Background: an optimization exercise with open tools, aiming at small area, a short achievable clock period and few clock cycles. Do not read the settings as production practice.
Where RTL was checked, it was by simulation tests only, not by an equivalence proof against the original.
No activity file was given, so power comes from the tool's default toggle rates.

==> inputs of run a <==
Design dci_serializer, start of the top module:
module dci_serializer (
    input  wire        clk,
    input  wire        rst,         
    input  wire        cmd_valid,
    output wire        cmd_ready,
    input  wire [31:0] cmd_data,
    input  wire [3:0]  rd_idx,
    output reg  [31:0] rd_data,
    output reg         done
);
    localparam [3:0] C_ILLEGAL = 4'h1, C_RSVD_HDR = 4'h2, C_FINALIZED = 4'h3,
                     C_APP_WIDTH = 4'h4, C_APP_VALUE = 4'h5, C_OVERFLOW = 4'h6,
                     C_FIELD = 4'h7, C_RSVD_VAL = 4'h8, C_NRB = 4'h9,
                     C_FREQ = 4'hA, C_HOPCFG = 4'hB, C_PSIZE = 4'hC;
    localparam [3:0] K_WIDTH = 4'd0, K_NRB = 4'd1, K_HOPCNT = 4'd2, K_HOPFLAG = 4'd3,
                     K_HOPOFF = 4'd4, K_FREQ = 4'd5, K_SMI = 4'd6, K_TBS = 4'd7,
                     K_PSIZE = 4'd8;
    localparam [2:0] B_NONE = 3'd0, B_CLEAR = 3'd1, B_ZEROS = 3'd2, B_APPEND = 3'd3,
                     B_FINAL = 3'd4, B_FIELD = 3'd5, B_COMMIT = 3'd6, B_FAULT = 3'd7;
    reg          halted;
    reg          in_cmd;        
    reg  [7:0]   opc;
    reg  [3:0]   k;             
    reg  [8:0]   nrb;
    reg  [4:0]   fw;
    reg  [1:0]   h;
    reg          hf;
    reg          sulp, sul;
    reg  [1:0]   smi;
    reg          pb;            
    reg          pf;            
    reg  [3:0]   pcause, pfield;
    reg  [2:0]   b_op;
    reg          b_first;       
    reg  [31:0]  R;             
    reg  [7:0]   pos;           
    reg  [127:0] bank0, bank1;
    reg          acc_ptr, out_ptr;
    reg  [7:0]   acc_len, out_len;
    reg          acc_final, out_valid, fault;
    assign cmd_ready = ~halted;
    wire   accept = cmd_valid & ~halted;
    wire [31:0] v = cmd_data;
    wire       is_pack = opc[4];
  ...
Settings: LEC_CHECK=0, CAP_MARGIN=20, CORE_MARGIN=2, CORE_UTILIZATION=30, PLACE_DENSITY=0.45, SLEW_MARGIN=20; clock period 14.0 ns.
standard.sh (not shown) runs the stock make flow with config.mk's settings and CLKGATE_MAP_FILE= SYNTH_SCRIPT=/design/flow/synth_recipe.tcl, a recipe that flattens the netlist after the stock synthesis.
==> flow/flow/run.sh <==
#!/bin/bash
# The standard layout, with repair_timing asked for 6.5 ns of setup slack and
# sky130_fd_sc_hd__buf_2 as the port buffer (every port still gets one).
# The clock, its period and the I/O constraints are the standard flow's, unchanged.
set -euo pipefail
bash standard.sh SETUP_SLACK_MARGIN=6.5 "BUFFER_PORTS_ARGS=-buffer_cell sky130_fd_sc_hd__buf_2" finish > make_finish.log 2>&1
==> run b: changes against run a <==
--- a/flow/design.v
+++ b/flow/design.v
@@ -256,60 +256,69 @@
         case (o)
             3'd0:    nat = 8'd20 + {3'd0, fw} + {7'd0, sulp};
             3'd1:    nat = 8'd15 + {3'd0, fw};
             3'd6:    nat = 8'd26 + {3'd0, fw};
             default: nat = 8'd28 + {3'd0, fw};
         endcase
     end
+    reg  [5:0] wlim;
+    always @* begin
+        case (ck_kind)
+            K_WIDTH:   wlim = {2'd0, ck_w};
+            K_NRB:     wlim = 6'd9;
+            K_HOPCNT:  wlim = 6'd3;
+            K_HOPFLAG: wlim = 6'd1;
+            K_HOPOFF:  wlim = {4'd0, h};
+            K_FREQ:    wlim = hf ? {1'b0, fw_free} : 6'd16;
+            K_SMI, K_TBS: wlim = 6'd2;
+            default:   wlim = 6'd8;    
+        endcase
+    end
+    wire       big = ge_pow(v, wlim);
     reg        ck_fail;
     reg  [3:0] ck_cause;
     always @* begin
-        ck_fail  = 1'b0;
+        ck_fail  = big;
         ck_cause = C_FIELD;
         case (ck_kind)
-            K_WIDTH: ck_fail = ge_pow(v, {2'd0, ck_w});
             K_NRB: begin
                 ck_cause = C_NRB;
-                ck_fail  = (v == 32'd0) || (v > 32'd275);
+                ck_fail  = big || (v[8:0] == 9'd0) || (v[8:0] > 9'd275);
             end
             K_HOPCNT: begin
                 ck_cause = C_RSVD_VAL;
-                ck_fail  = (v != 32'd0) && (v != 32'd2) && (v != 32'd4);
+                ck_fail  = big || (v[2:0] != 3'd0 && v[2:0] != 3'd2 && v[2:0] != 3'd4);
             end
             K_HOPFLAG: begin
-                if (v > 32'd1) ck_fail = 1'b1;
-                else if (v[0] && (h == 2'd0 || fw < {3'd0, h})) begin
+                if (!big && v[0] && (h == 2'd0 || fw < {3'd0, h})) begin
                     ck_fail  = 1'b1;
                     ck_cause = C_HOPCFG;
                 end
             end
-            K_HOPOFF: ck_fail = ge_pow(v, {4'd0, h});
             K_FREQ: begin
                 ck_cause = C_FREQ;
-                ck_fail  = (v[31:16] != 16'd0) || (v[15:0] >= t_rb) ||
-                           (hf && ge_pow(v, {1'b0, fw_free}));
+                ck_fail  = big || (v[15:0] >= t_rb);
             end
             K_SMI: begin
-                if (v > 32'd3) ck_fail = 1'b1;
-                else if (v == 32'd0) begin
+                if (!big && v[1:0] == 2'd0) begin
                     ck_fail  = 1'b1;
                     ck_cause = C_RSVD_VAL;
                 end
             end
             K_TBS: begin
-                if (v > 32'd3) ck_fail = 1'b1;
-                else if (v == 32'd3) begin
+                if (!big && v[1:0] == 2'd3) begin
                     ck_fail  = 1'b1;
                     ck_cause = C_RSVD_VAL;
                 end
             end
-            default: begin    
+            K_PSIZE: begin
                 ck_cause = C_PSIZE;
-                ck_fail  = (v[31:8] != 24'd0) || (v[7:0] > 8'd128) || (v[7:0] < nat);
+                ck_fail  = big || (v[7:0] > 8'd128) || (v[7:0] < nat);
             end
+            default: ;
         endcase
     end
     reg  [4:0]  ew;
     reg  [31:0] ev;
     reg         eskip;     
     always @* begin
         ew = 5'd0;
@@ -489,14 +498,15 @@
     always @(posedge clk) begin
         bank0 <= (bank0 & {128{k0}}) | (sh & {128{w0}});
         bank1 <= (bank1 & {128{k1}}) | (sh & {128{w1}});
     end
     always @(posedge clk) begin
         if (rst) begin
             acc_ptr   <= 1'b0;
+            out_ptr   <= 1'b0;
             acc_len   <= 8'd0;
             acc_final <= 1'b0;
             out_valid <= 1'b0;
             fault     <= 1'b0;
             done      <= 1'b0;
         end else begin
             done <= (b_op != B_NONE) && (b_op != B_FIELD);
==> flow/flow/run.sh (replaced) <==
#!/bin/bash
# The standard layout, with repair_timing asked for 6.5 ns of setup slack and
# sky130_fd_sc_hd__buf_1 as the port buffer (every port still gets one).
# The clock, its period and the I/O constraints are the standard flow's, unchanged.
set -euo pipefail
bash standard.sh SETUP_SLACK_MARGIN=6.5 "BUFFER_PORTS_ARGS=-buffer_cell sky130_fd_sc_hd__buf_1" finish > make_finish.log 2>&1
- CTS_CLUSTER_DIAMETER: unset -> 90
- CTS_CLUSTER_SIZE: unset -> 30
==> run c: changes against run a <==
--- a/flow/design.v
+++ b/flow/design.v
@@ -30,14 +30,15 @@
     reg          pb;            
     reg          pf;            
     reg  [3:0]   pcause, pfield;
     reg  [2:0]   b_op;
     reg          b_first;       
     reg  [31:0]  R;             
     reg  [7:0]   pos;           
+    reg  [2:0]   c_op;          
     reg  [127:0] bank0, bank1;
     reg          acc_ptr, out_ptr;
     reg  [7:0]   acc_len, out_len;
     reg          acc_final, out_valid, fault;
     assign cmd_ready = ~halted;
     wire   accept = cmd_valid & ~halted;
     wire [31:0] v = cmd_data;
@@ -256,60 +257,69 @@
         case (o)
             3'd0:    nat = 8'd20 + {3'd0, fw} + {7'd0, sulp};
             3'd1:    nat = 8'd15 + {3'd0, fw};
             3'd6:    nat = 8'd26 + {3'd0, fw};
             default: nat = 8'd28 + {3'd0, fw};
         endcase
     end
+    reg  [5:0] wlim;
+    always @* begin
+        case (ck_kind)
+            K_WIDTH:   wlim = {2'd0, ck_w};
+            K_NRB:     wlim = 6'd9;
+            K_HOPCNT:  wlim = 6'd3;
+            K_HOPFLAG: wlim = 6'd1;
+            K_HOPOFF:  wlim = {4'd0, h};
+            K_FREQ:    wlim = hf ? {1'b0, fw_free} : 6'd16;
+            K_SMI, K_TBS: wlim = 6'd2;
+            default:   wlim = 6'd8;    
+        endcase
+    end
+    wire       big = ge_pow(v, wlim);
     reg        ck_fail;
     reg  [3:0] ck_cause;
     always @* begin
-        ck_fail  = 1'b0;
+        ck_fail  = big;
         ck_cause = C_FIELD;
         case (ck_kind)
-            K_WIDTH: ck_fail = ge_pow(v, {2'd0, ck_w});
             K_NRB: begin
                 ck_cause = C_NRB;
-                ck_fail  = (v == 32'd0) || (v > 32'd275);
+                ck_fail  = big || (v[8:0] == 9'd0) || (v[8:0] > 9'd275);
             end
             K_HOPCNT: begin
                 ck_cause = C_RSVD_VAL;
-                ck_fail  = (v != 32'd0) && (v != 32'd2) && (v != 32'd4);
+                ck_fail  = big || (v[2:0] != 3'd0 && v[2:0] != 3'd2 && v[2:0] != 3'd4);
             end
             K_HOPFLAG: begin
-                if (v > 32'd1) ck_fail = 1'b1;
-                else if (v[0] && (h == 2'd0 || fw < {3'd0, h})) begin
+                if (!big && v[0] && (h == 2'd0 || fw < {3'd0, h})) begin
                     ck_fail  = 1'b1;
                     ck_cause = C_HOPCFG;
                 end
             end
-            K_HOPOFF: ck_fail = ge_pow(v, {4'd0, h});
             K_FREQ: begin
                 ck_cause = C_FREQ;
-                ck_fail  = (v[31:16] != 16'd0) || (v[15:0] >= t_rb) ||
-                           (hf && ge_pow(v, {1'b0, fw_free}));
+                ck_fail  = big || (v[15:0] >= t_rb);
             end
             K_SMI: begin
-                if (v > 32'd3) ck_fail = 1'b1;
-                else if (v == 32'd0) begin
+                if (!big && v[1:0] == 2'd0) begin
                     ck_fail  = 1'b1;
                     ck_cause = C_RSVD_VAL;
                 end
             end
             K_TBS: begin
-                if (v > 32'd3) ck_fail = 1'b1;
-                else if (v == 32'd3) begin
+                if (!big && v[1:0] == 2'd3) begin
                     ck_fail  = 1'b1;
                     ck_cause = C_RSVD_VAL;
                 end
             end
-            default: begin    
+            K_PSIZE: begin
                 ck_cause = C_PSIZE;
-                ck_fail  = (v[31:8] != 24'd0) || (v[7:0] > 8'd128) || (v[7:0] < nat);
+                ck_fail  = big || (v[7:0] > 8'd128) || (v[7:0] < nat);
             end
+            default: ;
         endcase
     end
     reg  [4:0]  ew;
     reg  [31:0] ev;
     reg         eskip;     
     always @* begin
         ew = 5'd0;
@@ -350,32 +360,38 @@
                     ew = fw; ev = v;
                 end else if (!last) begin
                     ew = (ck_kind == K_TBS) ? 5'd2 : {1'b0, ck_w}; ev = v;
                 end
             end
         endcase
     end
+    wire       c_fin     = (c_op == B_FINAL || c_op == B_COMMIT);
+    wire       fin_c     = c_fin ? 1'b1 : (c_op == B_CLEAR) ? 1'b0 : acc_final;
     wire       final_fwd = (b_op == B_FINAL || b_op == B_COMMIT) ? 1'b1 :
-                           (b_op == B_CLEAR) ? 1'b0 : acc_final;
+                           (b_op == B_CLEAR) ? 1'b0 : fin_c;
+    wire [7:0] len_c     = (c_op == B_ZEROS || c_op == B_APPEND || c_op == B_COMMIT) ? pos :
+                           (c_op == B_CLEAR) ? 8'd0 : acc_len;
+    wire       ptr_c     = (c_op == B_CLEAR) ? ~out_ptr : (c_op == B_COMMIT) ? pb : acc_ptr;
     wire       w_big     = (v[31:6] != 26'd0) || (v[5] && v[4:0] != 5'd0);
-    wire [8:0] acc_end   = {1'b0, acc_len} + {1'b0, v[7:0]};
-    wire [7:0] pk_end = pos + {3'd0, ew};
+    wire [8:0] acc_end   = {1'b0, len_c} + {1'b0, v[7:0]};
+    wire [7:0] pk_end = ((k == 4'd1) ? 8'd0 : pos) + {3'd0, ew};
     always @(posedge clk) begin
         if (rst) begin
             halted <= 1'b0;
             in_cmd <= 1'b0;
             b_op   <= B_NONE;
+            c_op   <= B_NONE;
         end else begin
+            c_op    <= b_op;
             b_op    <= B_NONE;
             b_first <= 1'b0;
             if (accept) begin
                 if (!in_cmd) begin
                     opc  <= v[7:0];
                     k    <= 4'd1;
-                    pos  <= 8'd0;
                     pf   <= 1'b0;
                     hf   <= 1'b0;
                     sulp <= 1'b0;
                     pfield <= 4'd0;
                     if (v[31:8] != 24'd0) begin
                         pf <= 1'b1; pcause <= C_RSVD_HDR;
                         b_op <= B_FAULT; halted <= 1'b1;
@@ -394,15 +410,15 @@
                         end
                     endcase
                 end else if (!is_pack) begin
                     k <= k + 4'd1;
                     if (o == 3'd3) begin    
                         in_cmd <= 1'b0;
                         pos    <= acc_end[7:0];
-                        if (acc_final) begin
+                        if (fin_c) begin
                             pf <= 1'b1; pcause <= C_FINALIZED; pfield <= 4'd0;
                             b_op <= B_FAULT; halted <= 1'b1;
                         end else if (v[31:8] != 24'd0 || acc_end > 9'd128) begin
                             pf <= 1'b1; pcause <= C_OVERFLOW; pfield <= 4'd1;
                             b_op <= B_FAULT; halted <= 1'b1;
                         end else
                             b_op <= B_ZEROS;
@@ -430,15 +446,15 @@
                     k <= k + 4'd1;
                     if (!pf && ck_fail) begin
                         pf     <= 1'b1;
                         pcause <= ck_cause;
                         pfield <= k;
                     end
                     if (k == 4'd1) begin
-                        pb  <= ~acc_ptr;
+                        pb  <= ~ptr_c;
                         nrb <= v[8:0];
                         fw  <= fw_of(v[8:0]);
                         h   <= (v[8:0] < 9'd50) ? 2'd1 : 2'd2;    
                     end
                     if (o == 3'd0 && k == 4'd2)
                         h <= (v == 32'd4) ? 2'd2 : (v == 32'd2) ? 2'd1 : 2'd0;
                     if ((o == 3'd0 && k == 4'd3) || (o == 3'd1 && k == 4'd2))
@@ -465,46 +481,48 @@
                         R       <= ev;
                         pos     <= pk_end;
                     end
                 end
             end
         end
     end
-    wire [6:0]   b_s = 7'd0 - pos[6:0];
-    wire [127:0] sh  = {96'd0, R} << b_s;
+    wire         c_hi = (c_op == B_APPEND);
+    wire [15:0]  wv   = c_hi ? R[31:16] : R[15:0];
+    wire [6:0]   b_s  = {(c_hi ? 3'd1 : 3'd0), 4'd0} - pos[6:0];
+    wire [127:0] sh   = {112'd0, wv} << b_s;
     reg  k0, k1, w0, w1;
     always @* begin
         k0 = 1'b1; k1 = 1'b1; w0 = 1'b0; w1 = 1'b0;
         if (rst) begin
             k0 = 1'b0; k1 = 1'b0;
-        end else case (b_op)
-            B_CLEAR:  if (out_ptr) k0 = 1'b0; else k1 = 1'b0;
-            B_APPEND: if (acc_ptr) w1 = 1'b1; else w0 = 1'b1;
-            B_FIELD, B_COMMIT: begin
-                if (pb) begin w1 = 1'b1; k1 = ~b_first; end
-                else    begin w0 = 1'b1; k0 = ~b_first; end
-            end
-            default: ;
-        endcase
+        end else if (c_op == B_CLEAR) begin
+            if (out_ptr) k0 = 1'b0; else k1 = 1'b0;
+        end else if (c_op == B_APPEND || b_op == B_APPEND) begin
+            if (acc_ptr) w1 = 1'b1; else w0 = 1'b1;
+        end else if (b_op == B_FIELD || b_op == B_COMMIT) begin
+            if (pb) begin w1 = 1'b1; k1 = ~b_first; end
+            else    begin w0 = 1'b1; k0 = ~b_first; end
+        end
     end
     always @(posedge clk) begin
         bank0 <= (bank0 & {128{k0}}) | (sh & {128{w0}});
         bank1 <= (bank1 & {128{k1}}) | (sh & {128{w1}});
     end
     always @(posedge clk) begin
         if (rst) begin
             acc_ptr   <= 1'b0;
+            out_ptr   <= 1'b0;
             acc_len   <= 8'd0;
             acc_final <= 1'b0;
             out_valid <= 1'b0;
             fault     <= 1'b0;
             done      <= 1'b0;
         end else begin
-            done <= (b_op != B_NONE) && (b_op != B_FIELD);
-            case (b_op)
+            done <= (c_op != B_NONE) && (c_op != B_FIELD);
+            case (c_op)
                 B_CLEAR: begin
                     acc_ptr   <= ~out_ptr;
                     acc_len   <= 8'd0;
                     acc_final <= 1'b0;
                 end
                 B_ZEROS, B_APPEND: acc_len <= pos;
                 B_FINAL: begin
- CTS_CLUSTER_DIAMETER: unset -> 90
- CTS_CLUSTER_SIZE: unset -> 30
==> comparison table <==
item	run a	run b	run c
Final critical path time including I/O delays and setup	7.41 ns	7.43 ns	7.41 ns
Status	complete, no violations	complete, no violations	complete, no violations
Non-clock inverter total of the final layout	98	93	83
Highest metal layer with signal wires	met4	met4	met5
Crit path largest cell delay	0.36 ns	0.56 ns	0.45 ns
Post-synth top area share	0.262	0.267	0.277
Final Hold Slack	0.454 ns	0.466 ns	0.464 ns
Clock transition at the register clock pins on the worst setup and hold paths after CTS	0.06 ns	0.10 ns	0.09 ns
Worst supply voltage drop on vdd	0.0755 mV	0.0772 mV	0.0866 mV
Syn-to-layout area delta	14.1%	10.4%	11.3%
Detailed-route via count	21.2k	20.5k	20.0k
Internal power	0.00199 W	0.00167 W	0.00167 W
Fin worst setup slack	6.59 ns	6.57 ns	6.59 ns
Testbench counts of run a, summed over its fixed seeds: cycles 15,871.
The RTL of run b and run c was laid out without a check of its function.

## re-timing with driven ports
The flow's constraints put no driver on any port. The routed layouts listed below were extracted and timed again, unchanged, in two steps. Step 1: set_driving_cell puts a clkbuf_16 on clk and a buf_2 on each other input, an assumption about the parent block. Step 2, shift: input delay + t, output delay - t, t = (earliest + latest rising clock arrival at the registers) / 2. This alone moves slack from input paths to output paths. Three values: no drivers, after step 1, after step 2; two values: the first two.
| run | t (ns) | slack for setup (ns) | pins driven straight from the clock port |
|---|---|---|---|
| run a | 0.664 | 6.588 / 6.545 / 6.545 | 1 |
| run b | 0.653 | 6.575 / 6.545 / 6.545 | 1 |
| run c | 0.653 | 6.590 / 6.530 / 6.530 | 1 |
After both steps every run listed still meets setup and hold. For run c, which loses most, drivers alone change the setup slack by -0.060 ns; drivers and shift together by -0.060 ns.
